This is an optimization exercise on Yosys and OpenROAD, whose aim is small area, a short achievable clock period and few clock cycles, not a production implementation.
Where RTL was checked, it was by simulation tests only, not by an equivalence proof against the original.
Power is estimated from default activity; no workload was simulated.

the previous run:
// iec61937_framer
module iec61937_framer (
    input             clk,
    input             rst,
    input             cmd_valid,
    output            cmd_ready,
    input      [7:0]  cmd_op,
    input      [31:0] cmd_arg,
    input      [31:0] cmd_dur,
    input      [31:0] cmd_cap,
    input             au_valid,
    output            au_ready,
    input      [7:0]  au_data,
    output            out_valid,
    input             out_ready,
    output     [7:0]  out_data,
    output            rsp_valid,
    output     [3:0]  rsp_status,
    output     [31:0] rsp_out_len,
    output            rsp_consumed,
    output            mem_we,
    output            mem_re,
    output     [18:0] mem_addr,
    output     [7:0]  mem_wdata,
    input      [7:0]  mem_rdata
);
Settings: LEC_CHECK=0, CAP_MARGIN=20, CORE_MARGIN=2, CORE_UTILIZATION=40, PLACE_DENSITY=0.6, SETUP_SLACK_MARGIN=5, SLEW_MARGIN=20, TNS_END_PERCENT=15; clock period 8.0 ns.
run.sh (not shown) runs the stock make flow with config.mk's settings and CLKGATE_MAP_FILE= SYNTH_SCRIPT=/design/flow/synth_recipe.tcl, a recipe that flattens the netlist after the stock synthesis.
Testbench counts of the previous run, summed over its fixed seeds: cycles 3,719,236.
The inputs of the current run differ from those of the previous run as listed below.
--- a/flow/design.v
+++ b/flow/design.v
@@ -65,21 +65,22 @@
     reg [7:0]  O, K, hold;
     reg        O_v, K_v, s1_v, we_r, we_pass;
     reg [3:0]  r_status;
     reg        r_burst, r_consumed;
     wire can_direct = !K_v && !s1_v;
     wire can_ram    = !K_v || !s1_v;
     wire tok_imm    = (st[HDR] || st[SUB] || st[TERM] || (st[ZERO] && !r2z)) && can_direct;
     wire pay_ram    = st[PAY] && !r2z && !eq && can_ram;
-    wire pay_au     = st[PAY] && !r2z && eq && take_au && !Lz && can_direct;
-    wire free_in    = (st[INTK] || ((st[ZERO] || st[ZDONE]) && stored_now)) && !Lz;
+    reg  free_st, pass_st, fre;     
+    wire pay_au     = pass_st && !r2z && eq && !Lz && can_direct;
+    wire free_in    = free_st && !Lz;
     wire au_fire    = au_valid && (pay_au || free_in);
     wire pass_fire  = au_valid && pay_au;
-    wire fetch_re   = st[FETCH] && (tb != 3'd4);
+    wire fetch_re   = fre;
     wire r2_dec     = pay_ram || pass_fire || (st[ZERO] && tok_imm);
     reg  [3:0]  a0lo;              
     reg  [2:0]  n1;                
     wire [16:0] capx   = {f_rate16 ? 10'h1FF : 10'h07F, a0lo, 3'd0};    
     wire [16:0] per_m16 = f_rate16 ? 17'd65520 : 17'd16368;
     wire [17:0] per     = f_rate16 ? 18'd65536 : 18'd16384;
     reg  [20:0] X;
     reg         cx;
@@ -165,19 +166,18 @@
         end
         if (we_r && !tsel) begin
             A_d = A_inc;
             if (we_pass) S_d = A_inc;
         end
         if (au_fire) L_d = L_dec;
         if (rdy) L_d = cmd_arg[18:0];
         if (r2_dec) R2_d = R2_dec;
-        if (st[DEC]) R2_d = {4'd0, E_dur};
-        if (st[PLAN0]) R2_d = {4'd0, odur};
-        if (st[EV] && ev_take) R2_d = sum2;
+        if ((st[EV] && ev_take) || (st[FETCH] && tb == 3'd1 && !cw && !emit && k == 3'd0))
+            R2_d = sum2;
         if (st[PEND]) R2_d = split ? capx : ~sum1[16:0];
         if (st[PAY] && r2z) R2_d = R1[16:0];
     end
     reg [NS-1:0] stn;
     always @(posedge clk) begin
         a0lo <= a0lo_c;
         n1   <= k - {2'd0, f_pend} + 3'd1;
         if (st[DEC] && c_op20 && c_argok)
@@ -252,16 +252,20 @@
         case (1'b1)
             st[IDLE], st[RESP]: begin
                 if (cmd_valid)
                     stn = 1 << DEC;
                 else
                     stn = 1 << IDLE;
             end
             st[DEC]: begin
+                Y          <= {4'd0, E_dur};
+                cy         <= 1'b0;
+                sel_r2     <= 1'b0;
+                sel_odur   <= 1'b1;
                 r_burst    <= 1'b0;
                 r_consumed <= 1'b0;
                 r_status   <= ST_OK;
                 stored_now <= 1'b0;
                 split      <= 1'b0;
                 nt         <= 1'b0;
                 emit       <= 1'b0;
                 cw         <= 1'b0;
@@ -314,21 +318,17 @@
                 else begin
                     tsel <= 1'b1;
                     tb   <= 3'd0;
                     stn  = 1 << FETCH;
                 end
             end
             st[CCHK]: begin
                 cw    <= 1'b0;
-                E     <= {L, R2[12:0]};
-                Y        <= {4'd0, R2[12:0]};
-                cy       <= 1'b0;
-                sel_r2   <= 1'b0;
-                sel_odur <= 1'b1;
+                E     <= {L, Y[12:0]};
                 if (c_big || R1 > 21'd327680) begin
                     r_status <= ST_BUF;
                     stn      = 1 << RESP;
                 end else begin
                     stored_now <= 1'b1;
                     r_consumed <= 1'b1;
                     cur        <= head + count;
                     count      <= count + 3'd1;
@@ -359,16 +359,20 @@
                         stn = 1 << PLAN0;
                 end
             end
             st[INTK]: begin
                 if (Lz)
                     stn = 1 << RESP;
             end
             st[PLAN0]: begin
+                Y          <= 17'd0;
+                cy         <= 1'b0;
+                sel_r2     <= 1'b0;
+                sel_odur   <= 1'b1;
                 R1  <= {4'd0, f_rate16 ? 10'h1FF : 10'h07F, 4'd12 + {3'd0, f_pend}, 3'd0};
                 k   <= 3'd0;
                 cur <= head;
                 if (count == 3'd0)
                     stn = 1 << PW;
                 else begin
                     tsel <= 1'b1;
                     tb   <= 3'd0;
@@ -529,21 +533,27 @@
                 pcm[15:10]  <= pcm[15:10] - 6'd1;
                 f_pend      <= split;
                 r_burst     <= 1'b1;
                 stn         = 1 << RESP;
             end
             default: stn = 1 << IDLE;
         endcase
         st  <= stn;
+        free_st <= stn[INTK] || ((stn[ZERO] || stn[ZDONE]) && stored_now);
+        pass_st <= stn[PAY] && take_au;
+        fre     <= stn[FETCH] && (!st[FETCH] || tb != 3'd3);
         rdy <= stn[IDLE] | stn[RESP];
         if (rst) begin
             st     <= 1 << IDLE;
             rdy    <= 1'b1;
             f_open <= 1'b0;
             O_v    <= 1'b0;
             K_v    <= 1'b0;
             s1_v   <= 1'b0;
             we_r   <= 1'b0;
             tsel   <= 1'b0;
+            free_st <= 1'b0;
+            pass_st <= 1'b0;
+            fre    <= 1'b0;
         end
     end
 endmodule
--- outcome ---
The previous run → the current run: via count saw a decrease; number of buffers inserted by post-CTS setup repair has decreased; share of synthesized cell area in full adder, half adder and majority cells barely changed.
The current run vs the previous run — count of nets after finishing dropped slightly
Relative to the previous run, post-route minimum period has gone up in the current run.
The current run vs the previous run: global-route total usage across every layer down in the current run
Compare the current run and the previous run | share of total power in the clock network lower: the previous run
The current run vs. the previous run: total met3 wirelength after detailed routing shrank by about 5%, met1 track utilization from global routing fell 1.6 points, initial antenna violation count fell 2, power density over the cells -about 3%.
Relative to the previous run, the final weighted congestion of routability-driven global placement measured on the current run has decreased by a few percent.
Only the layout flow was run in the current run; the RTL was not checked for function there.

what the ideal ports hide:
No port has a modelled driver above. Below, the same layouts with a new extraction and two added sets of constraints.
Step 1 (the two cells are an assumption about what drives the block):
set clk [get_ports {clk}]
set_driving_cell -lib_cell sky130_fd_sc_hd__clkbuf_16 $clk
set_driving_cell -lib_cell sky130_fd_sc_hd__buf_2 [delete_from_list [all_inputs] $clk]
Step 2 moves the port delays by t, midway between the first and last clock arrival at a register: inputs arrive t later, outputs are due t later. That takes back most of the time a late clock gives input paths.
Three values: ideal, step 1, step 2; two values: the first two.
run | t (ns) | setup WS [ns] | hold WS [ns]
the previous run | 0.647 | 4.371 / 4.303 / 4.051 | 0.434 / 0.434 / 0.434
the current run | 0.627 | 4.331 / 4.331 / 3.921 | 0.419 / 0.419 / 0.419
After both steps setup and hold are still met in every run listed. For the current run, which loses most, drivers alone change the setup slack by 0.000 ns; drivers and shift together by -0.410 ns.
